Source: an optimization exercise on an open RTL-to-GDS flow (aim: small area, a short achievable clock period and few clock cycles). Production flows keep margins and buffers that such runs may drop. Function was checked by simulation only, so behaviour that the tests miss may differ from the original. Power figures rest on the tool's default switching activity, not on a simulated workload.

$ cat flow/run.sh
#!/bin/bash
# synth_recipe.tcl (not shown) runs the flow's synth.tcl, then flattens the netlist and writes it again
# the make line also repeats each setting of config.mk as NAME=value (left out here)
make -C /OpenROAD-flow-scripts/flow DESIGN_CONFIG=/design/flow/config.mk WORK_HOME=/design/flow/orfs CLKGATE_MAP_FILE= SYNTH_SCRIPT=/design/flow/synth_recipe.tcl finish
$ cat flow/config.mk
export PLATFORM = sky130hd
export DESIGN_NAME = manchester_decoder
export DESIGN_NICKNAME = manchester_decoder
export VERILOG_FILES = /design/flow/design.v
export SDC_FILE = /design/flow/constraint.sdc
export NUM_CORES = 4
export LEC_CHECK = 0
export CAP_MARGIN = 20
export CORE_MARGIN = 2
export CORE_UTILIZATION = 40
export PLACE_DENSITY = 0.6
export SLEW_MARGIN = 20
$ cat flow/constraint.sdc
create_clock -name core_clock -period 10.0 [get_ports {clk}]
set_input_delay 2.0000 -clock core_clock [delete_from_list [all_inputs] [get_ports {clk}]]
set_output_delay 2.0000 -clock core_clock [all_outputs]
set_load 0.01 [all_outputs]
$ cat flow/design.v
module manchester_decoder #(
    parameter integer W           = 16,
    parameter integer NOISE_FLOOR = 64,
    parameter integer N_SAMPLES   = 260
) (
    input  wire          clk,
    input  wire          rst,
    input  wire          op_valid,
    output wire          op_ready,
    input  wire [W+3:0]  op_word,
    output reg           rsp_valid,
    output reg           rsp_ok,
    output reg  [39:0]   rsp_data,
    output wire [1:0]    state,
    output wire          cap_en,
    output wire          trig_both,
    output wire          ctr_clear
);
    localparam integer N_BITS         = 128;
    localparam integer FRAME_BITS     = 64;
    localparam integer N_PERIOD_EDGES = 128;
    localparam integer SC_W           = $clog2(N_SAMPLES + 1);
    localparam [2:0] OP_NOP      = 3'd0;
    localparam [2:0] OP_START    = 3'd1;
    localparam [2:0] OP_EDGE     = 3'd2;
    localparam [2:0] OP_OVF      = 3'd3;
    localparam [2:0] OP_DECODE   = 3'd4;
    localparam [2:0] OP_GETSTATE = 3'd5;
    localparam [2:0] OP_GETFAC   = 3'd6;
    localparam [2:0] OP_GETUID   = 3'd7;
    localparam [1:0] S_INIT        = 2'd0;
    localparam [1:0] S_FIND_PERIOD = 2'd1;
    localparam [1:0] S_CAPTURE     = 2'd2;
    localparam [1:0] S_DONE        = 2'd3;
    localparam [1:0] DS_NONE      = 2'd0;
    localparam [1:0] DS_OK        = 2'd1;
    localparam [1:0] DS_FAILED    = 2'd2;
    localparam [1:0] DS_NOT_READY = 2'd3;
    localparam [1:0] D_IDLE  = 2'd0;
    localparam [1:0] D_WALK  = 2'd1;
    localparam [1:0] D_SCAN  = 2'd2;
    localparam [1:0] D_CHECK = 2'd3;
    wire [2:0]   op       = op_word[W+3:W+1];
    wire         level    = op_word[W];
    wire [W-1:0] interval = op_word[W-1:0];
    reg  [1:0]      state_q;
    reg             cap_en_q;
    reg             trig_both_q;
    reg  [7:0]      edge_count;
    reg  [SC_W-1:0] sample_count;
    reg  [W-1:0]    min_interval;
    reg  [W:0]      short_min, short_max, long_min, long_max;
    reg  [N_SAMPLES-1:0] raw;
    reg  [7:0]      facility;
    reg  [31:0]     uid;
    reg  [1:0]      dec_status;
    reg  [1:0]      dphase;
    reg  [2:0]      trial;         
    reg  [SC_W-1:0] idx;           
    reg  [7:0]      nb;            
    reg  [N_BITS-1:0] bits;        
    reg  [6:0]      scan_q;        
    reg  [6:0]      hdr_p;         
    wire dec_busy = (dphase != D_IDLE);
    assign op_ready  = !dec_busy;
    assign state     = state_q;
    assign cap_en    = cap_en_q;
    assign trig_both = trig_both_q;
    assign ctr_clear = !rst && op_valid && op_ready && (op == OP_EDGE) && cap_en_q;
    wire accept = op_valid && op_ready;
    wire [W+2:0] min3 = 3 * {3'b000, min_interval_next};
    wire [W+2:0] min5 = 5 * {3'b000, min_interval_next};
    wire [W:0]   d_short_min = min3[W+2:3];
    wire [W:0]   d_short_max = min5[W+2:3];
    wire [W:0]   d_long_min  = min3[W+2:2];
    wire [W:0]   d_long_max  = min5[W+2:2];
    wire [W-1:0] min_interval_next = (interval < min_interval) ? interval : min_interval;
    wire [W:0] ival = {1'b0, interval};
    wire is_short = (short_min <= ival) && (ival <= short_max);
    wire is_long  = (long_min  <= ival) && (ival <= long_max);
    wire [2:0]      trial_next = trial + 3'd1;
    wire            t_off = trial[2];
    wire            t_inv = trial[1];
    wire            t_enc = trial[0];    
    wire [SC_W-1:0] jpos  = idx - {{(SC_W-1){1'b0}}, t_off};
    wire            tick  = jpos[0];
    wire            cur   = raw[idx];
    wire            prev  = raw[idx - 1'b1];
    wire            w_struct_fail = tick && (cur == prev);
    wire            w_emit = tick ? !t_enc : t_enc;
    wire            w_bit  = (tick ? cur : (cur == prev)) ^ t_inv;
    wire [8:0]  scan_win = bits[scan_q +: 9];
    wire [63:0] frame    = bits[hdr_p +: 64];
    reg        v_ok;
    reg [7:0]  v_fac;
    reg [31:0] v_uid;
    reg [3:0]  v_col;
    integer r;
    always @* begin
        v_ok  = (frame[63] == 1'b0);
        v_fac = 8'd0;
        v_uid = 32'd0;
        v_col = 4'd0;
        for (r = 0; r < 10; r = r + 1) begin
            if ((frame[9+5*r] ^ frame[10+5*r] ^ frame[11+5*r] ^ frame[12+5*r]) != frame[13+5*r])
                v_ok = 1'b0;
            if (r < 2)
                v_fac = {v_fac[3:0], frame[9+5*r], frame[10+5*r], frame[11+5*r], frame[12+5*r]};
            else
                v_uid = {v_uid[27:0], frame[9+5*r], frame[10+5*r], frame[11+5*r], frame[12+5*r]};
            v_col = v_col ^ {frame[9+5*r], frame[10+5*r], frame[11+5*r], frame[12+5*r]};
        end
        if (frame[59] != v_col[3] || frame[60] != v_col[2] ||
            frame[61] != v_col[1] || frame[62] != v_col[0])
            v_ok = 1'b0;
    end
    integer k;
    task automatic next_trial;
        begin
            if (trial == 3'd7) begin
                dphase     <= D_IDLE;
                dec_status <= DS_FAILED;
                rsp_valid  <= 1'b1;
                rsp_ok     <= 1'b0;
                rsp_data   <= {38'd0, DS_FAILED};
            end else begin
                trial  <= trial_next;
                idx    <= {{(SC_W-1){1'b0}}, trial_next[2]} + 1'b1;
                nb     <= 8'd0;
                dphase <= D_WALK;
            end
        end
    endtask
    always @(posedge clk) begin
        if (rst) begin
            state_q      <= S_INIT;
            cap_en_q     <= 1'b0;
            trig_both_q  <= 1'b0;
            edge_count   <= 8'd0;
            sample_count <= {SC_W{1'b0}};
            min_interval <= {W{1'b1}};
            short_min    <= {(W+1){1'b0}};
            short_max    <= {(W+1){1'b0}};
            long_min     <= {(W+1){1'b0}};
            long_max     <= {(W+1){1'b0}};
            raw          <= {N_SAMPLES{1'b0}};
            facility     <= 8'd0;
            uid          <= 32'd0;
            dec_status   <= DS_NONE;
            dphase       <= D_IDLE;
            trial        <= 3'd0;
            idx          <= {SC_W{1'b0}};
            nb           <= 8'd0;
            bits         <= {N_BITS{1'b0}};
            scan_q       <= 7'd0;
            hdr_p        <= 7'd0;
            rsp_valid    <= 1'b0;
            rsp_ok       <= 1'b0;
            rsp_data     <= 40'd0;
        end else begin
            rsp_valid <= 1'b0;
            case (dphase)
            D_WALK: begin
                if (w_struct_fail) begin
                    next_trial;
                end else begin
                    if (w_emit) begin
                        bits <= {w_bit, bits[N_BITS-1:1]};
                        nb   <= nb + 8'd1;
                    end
                    if (w_emit && nb == N_BITS - 1) begin
                        scan_q <= 7'd0;
                        dphase <= D_SCAN;
                    end else if (idx == N_SAMPLES - 1) begin
                        next_trial;
                    end else begin
                        idx <= idx + 1'b1;
                    end
                end
            end
            D_SCAN: begin
                if (&scan_win) begin
                    hdr_p  <= scan_q;
                    dphase <= D_CHECK;
                end else if (scan_q == N_BITS - FRAME_BITS) begin
                    next_trial;
                end else begin
                    scan_q <= scan_q + 7'd1;
                end
            end
            D_CHECK: begin
                if (v_ok) begin
                    facility   <= v_fac;
                    uid        <= v_uid;
                    dec_status <= DS_OK;
                    dphase     <= D_IDLE;
                    rsp_valid  <= 1'b1;
                    rsp_ok     <= 1'b1;
                    rsp_data   <= {v_fac, v_uid};
                end else begin
                    next_trial;
                end
            end
            default: begin
                if (accept) begin
                    rsp_valid <= 1'b1;
                    rsp_ok    <= 1'b1;
                    rsp_data  <= 40'd0;
                    case (op)
                    OP_START: begin
                        state_q      <= S_INIT;
                        edge_count   <= 8'd0;
                        sample_count <= {SC_W{1'b0}};
                        min_interval <= {W{1'b1}};
                        short_min    <= {(W+1){1'b0}};
                        short_max    <= {(W+1){1'b0}};
                        long_min     <= {(W+1){1'b0}};
                        long_max     <= {(W+1){1'b0}};
                        raw          <= {N_SAMPLES{1'b0}};
                        trig_both_q  <= 1'b0;
                        cap_en_q     <= 1'b1;
                    end
                    OP_OVF: begin
                        if (cap_en_q)
                            state_q <= S_INIT;
                    end
                    OP_EDGE: begin
                        if (cap_en_q) begin
                            if (interval < NOISE_FLOOR && state_q != S_DONE) begin
                                state_q <= S_INIT;
                            end else begin
                                case (state_q)
                                S_INIT: begin
                                    edge_count   <= 8'd0;
                                    sample_count <= {SC_W{1'b0}};
                                    min_interval <= {W{1'b1}};
                                    raw          <= {N_SAMPLES{1'b0}};
                                    trig_both_q  <= 1'b0;
                                    if (level)
                                        state_q <= S_FIND_PERIOD;
                                end
                                S_FIND_PERIOD: begin
                                    min_interval <= min_interval_next;
                                    edge_count   <= edge_count + 8'd1;
                                    if (edge_count == N_PERIOD_EDGES - 1) begin
                                        short_min   <= d_short_min;
                                        short_max   <= d_short_max;
                                        long_min    <= d_long_min;
                                        long_max    <= d_long_max;
                                        trig_both_q <= 1'b1;
                                        state_q     <= S_CAPTURE;
                                    end
                                end
                                S_CAPTURE: begin
                                    if (!is_short && !is_long) begin
                                        state_q <= S_INIT;
                                    end else begin
                                        for (k = 0; k < N_SAMPLES; k = k + 1) begin
                                            if (k == sample_count ||
                                                (!is_short && k == sample_count + 1))
                                                raw[k] <= level;
                                        end
                                        if (sample_count == N_SAMPLES - 1 ||
                                            (!is_short && sample_count == N_SAMPLES - 2)) begin
                                            sample_count <= N_SAMPLES;
                                            cap_en_q     <= 1'b0;
                                            state_q      <= S_DONE;
                                        end else begin
                                            sample_count <= sample_count + (is_short ? 1 : 2);
                                        end
                                    end
                                end
                                default: ;   
                                endcase
                            end
                        end
                    end
                    OP_DECODE: begin
                        if (state_q != S_DONE) begin
                            dec_status <= DS_NOT_READY;
                            rsp_ok     <= 1'b0;
                            rsp_data   <= {38'd0, DS_NOT_READY};
                        end else begin
                            rsp_valid <= 1'b0;
                            trial     <= 3'd0;
                            idx       <= {{(SC_W-1){1'b0}}, 1'b1};
                            nb        <= 8'd0;
                            dphase    <= D_WALK;
                        end
                    end
                    OP_GETSTATE: rsp_data <= {38'd0, state_q};
                    OP_GETFAC:   rsp_data <= {32'd0, facility};
                    OP_GETUID:   rsp_data <= {8'd0, uid};
                    default: ;    
                    endcase
                end
            end
            endcase
        end
    end
endmodule
==> run summary <==
unrepaired setup endpoints after global routing=no; crit-path most repeated cell=o21ai_0; Post-DP Area=approximately 0.052 mm^2; R2R Path Start=idx[0]; r2r worst-path depth=16; register area share after synthesis=between 20% and 30%; VDD IR max=roughly 0.00012 V; crit path time final=8011 ps; Residual DRC=0; count leader, synth=dfxtp_1; final setup fails=0; CTS Buffer Depth=3; fin. max-slew vios=0; delay-heaviest family, CP=compound AO/OA/AOI/OAI gates; commonest cells in the synthesized netlist=576 x dfxtp_1, 479 x mux2i_1, 459 x nor2_1; XOR/XNOR Fraction of Synth Area=under 10%; ranking of synthesized cells by area=dfxtp_1 23%, mux4_2 14%, mux2i_1 9.5%, a221oi_1 3.9%, o21ai_0 3.5%; Std-Cell Rows=130; warnings from Yosys=1; synth-to-layout area growth=7.510%; WL met1=78860 um; DR WL/cell=28.14 um; Final HPWL DP=134400 um; Post-synth EDFFs=0; Starting Density=just over 40%; syn nets=roughly 5900; die width=360.0 um; reg2reg setup slack=~2900 ps; hold path depth=2; Slew headroom=between 20% and 30%; Via density=approximately 6.8; Port Buffers=70; TritonCTS buffer count=72; H-tree Lvls=3; Async SR Flop Fraction=0%; layout cell share with drive strength beyond 1=between 15 and 20%; clock slew at reported path FFs=~60 ps; Max Cap Viol=0; root buf cell=clkbuf_16; routed wl met3=~18000 um; Clock Skews=around 42 ps; fraction of the mapped netlist area in adder cells=roughly 3.6%; startpoint of the worst hold path=long_min[0]; main combinational cell family by area after synthesis=multiplexers; Yosys reg bits=roughly 580; area of the core=0.1257 mm^2; Syn Area/Cell=around 9 um^2; Worst Setup Path Type=in -> reg; Buf+Inv Stages, Crit Path=4; Post-synth top flop=dfxtp_1; Pwr per Cell Area=99.75 mW/mm^2; Post-CTS Resized=0; Clock Latency Late Sink=690 ps; 1st-iter DRT viols=approximately 6600; initial antenna violation count=4; area leader, netlist=dfxtp_1; DRT Pass-1 Iters=8; DIE AREA=0.1296 mm^2; Leak=between 20 and 25 nW; largest net degree at the start of global routing=between 200 and 300; multiplexer area fraction after synthesis=a little over a quarter; post-CTS setup buffer count=0; ANT nets after route=0; synthesized instance count=between 5000 and 6000; via count=about 48000; hold buffer count at cts=0; WL final=approximately 200000 um; status=finished clean; number of distinct library cells after synthesis=around 110; hold path endpoint=long_min[0]; Crit path required time=approximately 11000 ps; All-Layer GR Usage=between 20% and 30%; Clock Sinks=between 500 and 600; crit path capture type=flip-flop; gr ovfl total=0; post-synthesis cell area=roughly 0.051 mm^2; DIE HEIGHT=approximately 360 um; CP arrival=8580 ps; slowest stage delay, CP=~570 ps; fin nets=about 5500; Synth Area in Compound Gates=~22%; global-route wire length before repair=about 300000 um; vias in the first global route=approximately 45000; actual slew at the worst max-slew pin=1183 ps; Fin. Hold Viols=0; final setup TNS=0 ps; Highest Signal Layer=met5; CP max FO=33; worst hold path type=reg -> reg; FF-to-FF End=rsp_data[12]; top cell type's share of synthesized area=22.74%; WL met2=88720 um; Tcrit/Tclk final=between 80% and 90%; CTS tree=done; Top-Level Pins=71; fmax=124.8 MHz; Synth Area in Simple Gates=approximately 15%; slowest CP cell=clkdlybuf4s50_1; design area=roughly 0.055 mm^2; routability cong.=1.059; Startpoint Class=input port
-- metal layers --
layer	track usage, %	up-vias
met1	38.23	23400
met3	6.007	593
met4	17.10	4
met5	0	-
li1	-	21150
met2	45.89	2552
-- worst min-delay path, delay by kind of cell, from the launching register on --
family,cells,cell delay [ps]
flops,1,310
simple gates,1,50
compound gates,1,60
-- layout make-up --
class / instances / area [um^2]
multi-input combinational: 4372 / 36170
clock inverter: 23 / 302.8
sequential: 576 / 11560
tap: 1650 / 2064
fill: 12340 / 71230
clock buffer: 102 / 2097
antenna: 2 / 5.005
timing repair buffer: 208 / 1827
inverter: 128 / 481.7
-- state kept, by name (all words and copies together) (netlist names), 2 cells and up --
signal        flops
raw             260
sample_count      9
long_min         15
state_q           2
rsp_data         40
min_interval     16
dphase            2
long_max         17
scan_q            7
edge_count        8
uid              32
facility          8
trial             3
nb                8
bits            128
hdr_p             7
idx               9
-- power by group --
group	leakage, nW	internal [mW]	switching [mW]
Clock	1.17	1.57	1.13
Sequential	4.65	2.30	0.00444
Combinational	14.3	0.152	0.273
-- metrics by stage --
| step | util [%] | std cells | power [mW] | worst slack (ps) | hold WS [ps] |
|---|---|---|---|---|---|
| global route | 43.35 | 7059 | 5.633 | 1395 | 495.6 |
| detailed placement | 41.38 | 6931 | 2.770 | 1489 | 459.5 |
| CTS | 43.29 | 7056 | 5.484 | 2178 | 473.9 |
| floorplan | - | 5721 | 2.660 | 2664 | 425.0 |
| global placement | 41.34 | 6928 | 2.769 | 1425 | 441.1 |
| finish | 43.35 | 7061 | 5.437 | 1989 | 472.6 |
-- how the worst max path moves through the flow --
stage,startpoint,to,slack [ps],depth (start not counted)
after CTS,op_word[1],long_max[15],2180,31
after global placement,op_word[1],long_max[13],1420,31
after global routing,op_word[1],long_max[15],1390,31
after detailed placement,op_word[1],long_max[13],1490,31
after floorplan,op_word[1],long_max[15],2660,30
final,op_word[1],long_max[15],1990,31
-- cells by family (layout without fill, tap and decap cells) --
family,count (synthesis),count (layout)
buffers and inverters,773,461
DFF,576,576
xor gates and xnor gates,113,113
and+or+nand+nor,1548,1548
muxes,957,957
adders and majority gates,143,143
other,0,2
AOI/OAI and AO/OA,1611,1611
-- cell usage in the layout (no fill, tap or decap), types with 146 or more instances in the layout --
master	Yosys	routed
nand2_1	324	322
a21oi_1	281	280
mux4_2	324	324
nor2b_1	243	243
o31ai_1	221	220
a221oi_1	227	227
mux2_2	146	146
dfxtp_1	576	565
mux2i_1	479	479
o21ai_0	356	356
nor2_1	459	439
Testbench counts, summed over its fixed seeds: cycles 52,822.

[port drivers added, routing unchanged]
The flow's constraints put no driver on any port. The routed layout listed below was extracted and timed again, unchanged, in two steps.
Step 1 assumes that a clkbuf_16 drives the clock port and a buf_2 every other input.
Step 2 moves the port delays by t, midway between the first and last clock arrival at a register: inputs arrive t later, outputs are due t later. That takes back most of the time a late clock gives input paths.
Slacks: ideal / step 1 / step 2; pairs: ideal / step 1.
t, ns: 0.734
setup slack, ns: 1.989 / 2.035 / 1.301
worst hold slack (ns): 0.473 / 0.473 / 0.473
worst setup path after step 2: input to register
worst data-port slew with drivers (ns): 0.15
After both steps this run still meets setup and hold. The setup slack of this run moves by +0.046 ns with the drivers and by -0.688 ns with both steps.
